Background: an optimization exercise with open tools, aiming at small area, a short achievable clock period and few clock cycles per item. Do not read the settings as production practice. Function was checked by simulation only, so behaviour that the tests miss may differ from the original. No activity file was given, so power comes from the tool's default toggle rates.

==> v39 <==
// tdal3_core
module tdal3_core #(
    parameter [15:0] RESET_PC        = 16'h3000,
    parameter [15:0] RESET_SP_ACTIVE = 16'hFE00,
    parameter [15:0] RESET_SP_SAVED  = 16'h3000,
    parameter [2:0]  RESET_NZP       = 3'b010,      
    parameter [15:0] RESET_PSR       = 16'h0002,
    parameter [15:0] HALT_PC         = 16'hFFFF
) (
    input  wire        clk,
    input  wire        rst,
    output reg         mem_req,
    output reg         mem_we,
    output reg  [15:0] mem_addr,
    output reg  [15:0] mem_wdata,
    input  wire        mem_ready,
    input  wire [15:0] mem_rdata,
    input  wire        irq,
    input  wire [15:0] irq_vector,
    output reg         commit_valid,
    output reg         commit_irq,
    output reg         commit_unrec,
    output reg  [15:0] commit_pc,
    output wire [15:0] commit_next_pc,
    output reg         commit_reg_we,
    output reg  [2:0]  commit_reg_idx,
    output reg  [15:0] commit_reg_data,
    output wire [2:0]  commit_nzp,
    output reg         commit_rd_valid,
    output wire [15:0] commit_rd,
    output wire        halted,
    output wire        fault
);
export LEC_CHECK = 0
export CAP_MARGIN = 20
export CORE_MARGIN = 2
export CORE_UTILIZATION = 40
export SLEW_MARGIN = 20
create_clock -name core_clock -period 8.0 [get_ports {clk}]
standard.sh (not shown) runs the stock make flow with config.mk's settings and CLKGATE_MAP_FILE= SYNTH_SCRIPT=/design/flow/synth_recipe.tcl, a recipe that flattens the netlist after the stock synthesis.
==> flow/flow/run.sh <==
#!/bin/bash
# Layout: the standard flow (standard.sh), with plain buf_1 cells as the
# port buffers in place of the delay buffers buffer_ports picks by itself.
set -euo pipefail
cd "$(dirname "$0")/.."
export BUFFER_PORTS_ARGS="-buffer_cell sky130_fd_sc_hd__buf_1"
bash standard.sh finish > standard.log 2>&1
==> v38: changes against v39 <==
==> flow/run.sh (new file) <==
#!/bin/bash
# synth_recipe.tcl (not shown) runs the flow's synth.tcl, then flattens the netlist and writes it again
# the make line also repeats each setting of config.mk as NAME=value (left out here)
make -C /OpenROAD-flow-scripts/flow DESIGN_CONFIG=/design/flow/config.mk WORK_HOME=/design/flow/orfs CLKGATE_MAP_FILE= SYNTH_SCRIPT=/design/flow/synth_recipe.tcl finish
SETUP_SLACK_MARGIN = 2.0   (was unset)
removed: flow/flow/run.sh
removed: flow/standard.sh
==> summary.txt <==
In v38 the via count is higher than in v39, by about 7%.
Between v38 and v39, the lower sequential share of layout area is in v38 (gap 5.0 points).
Between v38 and v39, the lower core utilization is in v39 (gap 9.8 points).
Final area: v38 is higher than v39 (about 20%).
Final cell count: v39 is smaller than v38 (5.6%).
Of v38 and v39, v38 has the higher clock skew (gap 0.0025 ns).
In v38 the clock power is larger than in v39, by about 3%.
Fmax: v39 is smaller than v38 (14%).
Against v38, the global-route usage of v39 is lower by 1.9 points.
In die area, v39 and v38 do not differ.
Testbench counts of v39, summed over its fixed seeds: cycles 58,189, instrs 47,263.
Testbench counts of v38, summed over its fixed seeds: cycles 58,189, instrs 47,263.

==> inputs of build 5 <==
==> flow/design.v <==
module tdal3_core #(
    parameter [15:0] RESET_PC        = 16'h3000,
    parameter [15:0] RESET_SP_ACTIVE = 16'hFE00,
    parameter [15:0] RESET_SP_SAVED  = 16'h3000,
    parameter [2:0]  RESET_NZP       = 3'b010,      
    parameter [15:0] RESET_PSR       = 16'h0002,
    parameter [15:0] HALT_PC         = 16'hFFFF
) (
    input  wire        clk,
    input  wire        rst,
    output reg         mem_req,
    output reg         mem_we,
    output reg  [15:0] mem_addr,
    output reg  [15:0] mem_wdata,
    input  wire        mem_ready,
    input  wire [15:0] mem_rdata,
    input  wire        irq,
    input  wire [15:0] irq_vector,
    output reg         commit_valid,
    output reg         commit_irq,
    output reg         commit_unrec,
    output reg  [15:0] commit_pc,
    output wire [15:0] commit_next_pc,
    output reg         commit_reg_we,
    output reg  [2:0]  commit_reg_idx,
    output reg  [15:0] commit_reg_data,
    output wire [2:0]  commit_nzp,
    output reg         commit_rd_valid,
    output wire [15:0] commit_rd,
    output wire        halted,
    output wire        fault
);
    localparam [3:0] OP_BR   = 4'h0, OP_ADD = 4'h1, OP_LD  = 4'h2, OP_ST  = 4'h3,
                     OP_JSR  = 4'h4, OP_AND = 4'h5, OP_LDR = 4'h6, OP_STR = 4'h7,
                     OP_RTI  = 4'h8, OP_NOT = 4'h9, OP_LDI = 4'hA, OP_STI = 4'hB,
                     OP_JMP  = 4'hC, OP_RES = 4'hD, OP_LEA = 4'hE, OP_TRAP = 4'hF;
    localparam [3:0] S_EXEC  = 4'd0,    
                     S_FETCH = 4'd1,    
                     S_RD1   = 4'd2,    
                     S_RD1W  = 4'd3,    
                     S_RD2   = 4'd4,    
                     S_RD2W  = 4'd5,    
                     S_WR    = 4'd6,    
                     S_WRD   = 4'd7,    
                     S_IRQ1  = 4'd8,    
                     S_IRQ2  = 4'd9,    
                     S_IRQ3  = 4'd10,   
                     S_IRQ3W = 4'd11,   
                     S_HALT  = 4'd12,
                     S_FAULT = 4'd13;
    reg [3:0]  state;
    reg [15:0] regs [0:7];
    reg [15:0] pc;           
    reg [2:0]  nzp;
    reg [15:0] psr;
    reg [15:0] ssp_saved;
    reg [3:0]  ir_op;        
    reg [2:0]  ir_dr;        
    reg [15:0] mar;          
    assign halted = (state == S_HALT);
    assign fault  = (state == S_FAULT);
    wire s_exec = (state == S_EXEC);
    wire [15:0] w     = mem_rdata;
    wire [3:0]  opc   = w[15:12];
    function [2:0] cc;
        input [15:0] v;
        begin
            if (v == 16'h0000)  cc = 3'b010;
            else if (v[15])     cc = 3'b100;
            else                cc = 3'b001;
        end
    endfunction
    wire [2:0]  rb_idx = s_exec ? (w[13] ? w[11:9] : w[2:0]) : ir_dr;
    wire [15:0] ra     = regs[w[8:6]];
    wire [15:0] rb     = regs[rb_idx];
    wire [15:0] r6     = regs[6];
    wire [15:0] pc_inc = pc + 16'd1;
    wire        off11  = (w[15:13] == 3'b010);
    wire [15:0] pc_off = off11 ? {{5{w[10]}}, w[10:0]} : {{7{w[8]}}, w[8:0]};
    wire [15:0] pc_rel = pc_inc + pc_off;
    wire [15:0] alu_b  = w[5] ? {{11{w[4]}}, w[4:0]} : rb;
    wire [15:0] r_add  = ra + alu_b;
    wire [15:0] a_base = ra + {{10{w[5]}}, w[5:0]};
    wire        br_take = (w[11] & nzp[2]) | (w[10] & nzp[1]) | (w[9] & nzp[0]);
    wire        second = (state == S_RD2W);
    wire [15:0] sp_up  = r6 + {14'd0, second, ~second};
    wire        push2  = (state == S_IRQ2);
    wire [15:0] ssp_dn = ssp_saved - {14'd0, ~push2, push2};
    reg         fin;         
    reg         we;          
    reg  [2:0]  widx;
    reg  [15:0] wd;
    reg  [2:0]  nzp_n;
    reg         c_irq, c_unrec, c_rdv;
    reg  [3:0]  acc_state;   
    reg  [3:0]  wait_state;  
    reg         mar_ld;
    reg  [15:0] mar_d;
    always @* begin
        fin        = 1'b0;
        we         = 1'b0;
        widx       = w[11:9];
        wd         = r_add;
        nzp_n      = nzp;
        mem_req    = 1'b1;
        mem_we     = 1'b0;
        mem_addr   = pc_inc;
        mem_wdata  = rb;
        acc_state  = S_EXEC;
        wait_state = S_FETCH;
        mar_ld     = 1'b0;
        mar_d      = mem_rdata;
        c_irq      = 1'b0;
        c_unrec    = 1'b0;
        c_rdv      = 1'b0;
        case (state)
        S_EXEC: begin
            case (opc)
            OP_ADD, OP_AND, OP_NOT, OP_LEA: begin
                case (opc)
                    OP_ADD:  wd = r_add;
                    OP_AND:  wd = ra & alu_b;
                    OP_NOT:  wd = ~ra;
                    default: wd = pc_rel;
                endcase
                fin   = 1'b1;
                we    = 1'b1;
                nzp_n = cc(wd);
            end
            OP_BR: begin
                fin      = 1'b1;
                mem_addr = br_take ? pc_rel : pc_inc;
            end
            OP_JMP: begin
                fin      = 1'b1;
                mem_addr = ra;
            end
            OP_JSR: begin
                fin  = 1'b1;
                we   = 1'b1;
                widx = 3'd7;
                wd   = pc_inc;
                if (w[11])              mem_addr = pc_rel;
                else if (w[8:6] == 3'd7) mem_addr = pc_inc;
                else                    mem_addr = ra;
            end
            OP_LD, OP_LDI, OP_STI: begin
                mem_addr   = pc_rel;
                acc_state  = S_RD1W;
                wait_state = S_RD1;
                mar_ld     = 1'b1;
                mar_d      = pc_rel;
            end
            OP_LDR: begin
                mem_addr   = a_base;
                acc_state  = S_RD1W;
                wait_state = S_RD1;
                mar_ld     = 1'b1;
                mar_d      = a_base;
            end
            OP_TRAP, OP_RTI: begin
                mem_req    = 1'b0;
                acc_state  = S_RD1;
                wait_state = S_RD1;
                mar_ld     = 1'b1;
                mar_d      = (opc == OP_TRAP) ? {8'h00, w[7:0]} : r6;
            end
            OP_ST: begin
                mem_we     = 1'b1;
                mem_addr   = pc_rel;
                acc_state  = S_WRD;
                wait_state = S_WR;
                mar_ld     = 1'b1;
                mar_d      = pc_rel;
            end
            OP_STR: begin
                mem_we     = 1'b1;
                mem_addr   = a_base;
                acc_state  = S_WRD;
                wait_state = S_WR;
                mar_ld     = 1'b1;
                mar_d      = a_base;
            end
            default: begin  
                fin          = 1'b1;
                c_unrec      = 1'b1;
                mem_req      = 1'b0;
            end
            endcase
        end
        S_FETCH: begin
            mem_addr = pc;
        end
        S_RD1: begin
            mem_addr   = mar;
            acc_state  = S_RD1W;
            wait_state = S_RD1;
        end
        S_RD1W: begin
            case (ir_op)
            OP_LDI: begin
                mem_addr   = mem_rdata;
                acc_state  = S_RD2W;
                wait_state = S_RD2;
                mar_ld     = 1'b1;
            end
            OP_STI: begin
                mem_we     = 1'b1;
                mem_addr   = mem_rdata;
                acc_state  = S_WRD;
                wait_state = S_WR;
                mar_ld     = 1'b1;
            end
            OP_RTI: begin
                mem_addr   = sp_up;
                acc_state  = S_RD2W;
                wait_state = S_RD2;
                mar_ld     = 1'b1;    
            end
            OP_TRAP: begin
                fin      = 1'b1;
                we       = 1'b1;
                widx     = 3'd7;
                wd       = pc_inc;
                mem_addr = mem_rdata;
            end
            default: begin  
                fin             = 1'b1;
                we              = 1'b1;
                widx            = ir_dr;
                wd              = mem_rdata;
                nzp_n           = cc(mem_rdata);
                c_rdv           = 1'b1;
            end
            endcase
        end
        S_RD2: begin
            mem_addr   = (ir_op == OP_RTI) ? sp_up : mar;
            acc_state  = S_RD2W;
            wait_state = S_RD2;
        end
        S_RD2W: begin
            fin = 1'b1;
            we  = 1'b1;
            if (ir_op == OP_RTI) begin
                widx     = 3'd6;
                wd       = sp_up;
                mem_addr = mar;
            end else begin  
                widx            = ir_dr;
                wd              = mem_rdata;
                nzp_n           = cc(mem_rdata);
                c_rdv           = 1'b1;
            end
        end
        S_WR: begin
            mem_we     = 1'b1;
            mem_addr   = mar;
            acc_state  = S_WRD;
            wait_state = S_WR;
        end
        S_WRD: begin
            fin = 1'b1;
        end
        S_IRQ1: begin
            mem_we     = 1'b1;
            mem_addr   = ssp_dn;
            mem_wdata  = pc;
            acc_state  = S_IRQ2;
            wait_state = S_IRQ1;
        end
        S_IRQ2: begin
            mem_we     = 1'b1;
            mem_addr   = ssp_dn;
            mem_wdata  = psr;
            acc_state  = S_IRQ3;
            wait_state = S_IRQ2;
        end
        S_IRQ3: begin
            mem_addr   = irq_vector;
            acc_state  = S_IRQ3W;
            wait_state = S_IRQ3;
        end
        S_IRQ3W: begin
            fin        = 1'b1;
            we         = 1'b1;
            widx       = 3'd6;
            wd         = ssp_dn;
            mem_addr   = mem_rdata;
            c_irq      = 1'b1;
        end
        default: begin  
            mem_req  = 1'b0;
            mem_addr = pc;
        end
        endcase
        if (rst) mem_req = 1'b0;
    end
    assign commit_next_pc = pc;
    assign commit_nzp     = nzp;
    assign commit_rd      = mar;
    always @(posedge clk) begin
        commit_valid    <= fin & ~rst;
        commit_irq      <= c_irq;
        commit_unrec    <= c_unrec;
        commit_rd_valid <= c_rdv;
        commit_reg_we   <= we;
        commit_reg_idx  <= widx;
        commit_reg_data <= wd;
        commit_pc       <= pc;
    end
    reg [3:0] state_n;
    always @* begin
        if (fin) begin
            if (c_unrec)                      state_n = S_FAULT;
            else if (irq & ~c_irq)            state_n = S_IRQ1;
            else if (mem_addr == HALT_PC)     state_n = S_HALT;
            else if (mem_ready)               state_n = S_EXEC;
            else                              state_n = S_FETCH;
        end else if (state == S_HALT || state == S_FAULT) begin
            state_n = irq ? S_IRQ1 : state;
        end else begin
            state_n = mem_ready ? acc_state : wait_state;
        end
    end
    wire [15:0] wd_r = rst ? 16'h0000 : wd;
    wire [15:0] wd_6 = rst ? RESET_SP_ACTIVE : wd;
    integer i;
    always @(posedge clk)
        for (i = 0; i < 8; i = i + 1)
            if (rst | (we & (widx == i)))
                regs[i] <= (i == 6) ? wd_6 : wd_r;
    always @(posedge clk) begin
        if (rst) begin
            state     <= S_FETCH;
            pc        <= RESET_PC;
            nzp       <= RESET_NZP;
            psr       <= RESET_PSR;
            ssp_saved <= RESET_SP_SAVED;
        end else begin
            state <= state_n;
            if (fin & ~c_unrec)
                pc  <= mem_addr;
            if (fin)
                nzp <= nzp_n;
            if (second & (ir_op == OP_RTI))
                psr <= mem_rdata;
            if (state == S_IRQ3W)
                ssp_saved <= r6;
        end
    end
    always @(posedge clk) begin
        if (s_exec) begin
            ir_op <= opc;
            ir_dr <= w[11:9];
        end
        if (mar_ld)
            mar <= mar_d;
    end
endmodule
==> flow/flow/run.sh <==
#!/bin/bash
# Layout: the standard flow (standard.sh), with plain buf_1 cells as the
# port buffers in place of the delay buffers buffer_ports picks by itself.
set -euo pipefail
cd "$(dirname "$0")/.."
export BUFFER_PORTS_ARGS="-buffer_cell sky130_fd_sc_hd__buf_1"
bash standard.sh finish > standard.log 2>&1
==> flow/standard.sh <==
#!/bin/bash
# synth_recipe.tcl (not shown) runs the flow's synth.tcl, then flattens the netlist and writes it again
# the make line also repeats each setting of config.mk as NAME=value (left out here)
make -C /OpenROAD-flow-scripts/flow DESIGN_CONFIG=/design/flow/config.mk WORK_HOME=/design/flow/orfs CLKGATE_MAP_FILE= SYNTH_SCRIPT=/design/flow/synth_recipe.tcl "${@:-finish}"
==> flow/config.mk <==
export PLATFORM = sky130hd
export DESIGN_NAME = tdal3_core
export DESIGN_NICKNAME = tdal3_core
export VERILOG_FILES = /design/flow/design.v
export SDC_FILE = /design/flow/constraint.sdc
export NUM_CORES = 4
export LEC_CHECK = 0
export ABC_AREA = 1
export CAP_MARGIN = 20
export CORE_MARGIN = 2
export CORE_UTILIZATION = 55
export GPL_ROUTABILITY_DRIVEN = 0
export SETUP_SLACK_MARGIN = 1.75
export SLEW_MARGIN = 20
==> flow/constraint.sdc <==
create_clock -name core_clock -period 8.0 [get_ports {clk}]
set_input_delay 1.6000 -clock core_clock [delete_from_list [all_inputs] [get_ports {clk}]]
set_output_delay 1.6000 -clock core_clock [all_outputs]
set_load 0.01 [all_outputs]
==> inputs of trial 4, as changes to build 5 <==
--- a/flow/design.v
+++ b/flow/design.v
@@ -160,8 +160,15 @@
             end
-            OP_TRAP, OP_RTI: begin
-                mem_req    = 1'b0;
-                acc_state  = S_RD1;
+            OP_TRAP: begin
+                mem_addr   = {8'h00, w[7:0]};
+                acc_state  = S_RD1W;
+                wait_state = S_RD1;
+                mar_ld     = 1'b1;
+                mar_d      = {8'h00, w[7:0]};
+            end
+            OP_RTI: begin
+                mem_addr   = r6;
+                acc_state  = S_RD1W;
                 wait_state = S_RD1;
                 mar_ld     = 1'b1;
-                mar_d      = (opc == OP_TRAP) ? {8'h00, w[7:0]} : r6;
+                mar_d      = r6;
             end
@@ -187,2 +194,3 @@
                 mem_req      = 1'b0;
+                mem_addr     = pc;
             end
@@ -341,6 +349,6 @@
             state <= state_n;
-            if (fin & ~c_unrec)
+            if (fin) begin
                 pc  <= mem_addr;
-            if (fin)
                 nzp <= nzp_n;
+            end
             if (second & (ir_op == OP_RTI))
- ABC_AREA: 1 -> default
- CORE_UTILIZATION: 55 -> 40
- GPL_ROUTABILITY_DRIVEN: 0 -> default
- SETUP_SLACK_MARGIN: 1.75 -> 1.0
==> qor summary <==
metric	build 5	trial 4
Area of the die	36500 µm²	49700 µm²
Number of instances in the placed design	3359	3093
Start point of the worst min-delay path	pc[12]	pc[6]
Total length of routed met3 wires	17200 µm	11800 µm
Met2 track demand over resource in global routing	70.2%	64.6%
Syn-to-layout area delta	19.1%	17.6%
Antenna violations before repair	8	9
Global-route met1 utilization	61.9%	52.8%
Simple logic cell fraction of the synthesized area	31.2%	21.2%
Routed wire length per instance	27.4 µm	34.6 µm
Worst setup slack for register-to-register paths	1.83 ns	1.34 ns
Status	complete, no violations	complete, no violations
Initial Utilization	55.8%	40.3%
Post-CTS setup buffer count	46	2
Worst-case clock skew	0.0129 ns	0.0194 ns
Testbench counts of build 5, summed over its fixed seeds: cycles 58,213, instrs 47,263.
Testbench counts of trial 4, summed over its fixed seeds: cycles 58,189, instrs 47,263.

## static timing again, ports no longer ideal
The flow's constraints put no driver on any port. The routed layouts listed below were extracted and timed again, unchanged, in two steps.
Step 1: set_driving_cell puts a clkbuf_16 on clk and a buf_2 on each other input, an assumption about the parent block.
Step 2 adds t to the input delays and takes it off the output delays; t is the mean of the earliest and latest rising clock arrival at the registers after step 1. Input paths then give back, and output paths get back, about the clock's delay inside the block.
Slacks: no drivers / after step 1 / after step 2; pairs: no drivers / after step 1.
run	t (ns)	slack for setup (ns)	worst setup path at the end	worst slew at a driven data input, ns
v39	0.653	0.150 / 0.122 / 0.122	input to output	0.04
v38	0.659	1.231 / 1.164 / 1.164	input to output	0.06
build 5	0.651	1.729 / 1.676 / 1.112	input to register	0.07
trial 4	0.660	1.031 / 0.972 / 0.503	input to register	0.07
After both steps every run listed still meets setup and hold. The setup slack of build 5, which loses most, moves by -0.053 ns with the drivers and by -0.617 ns with both steps.
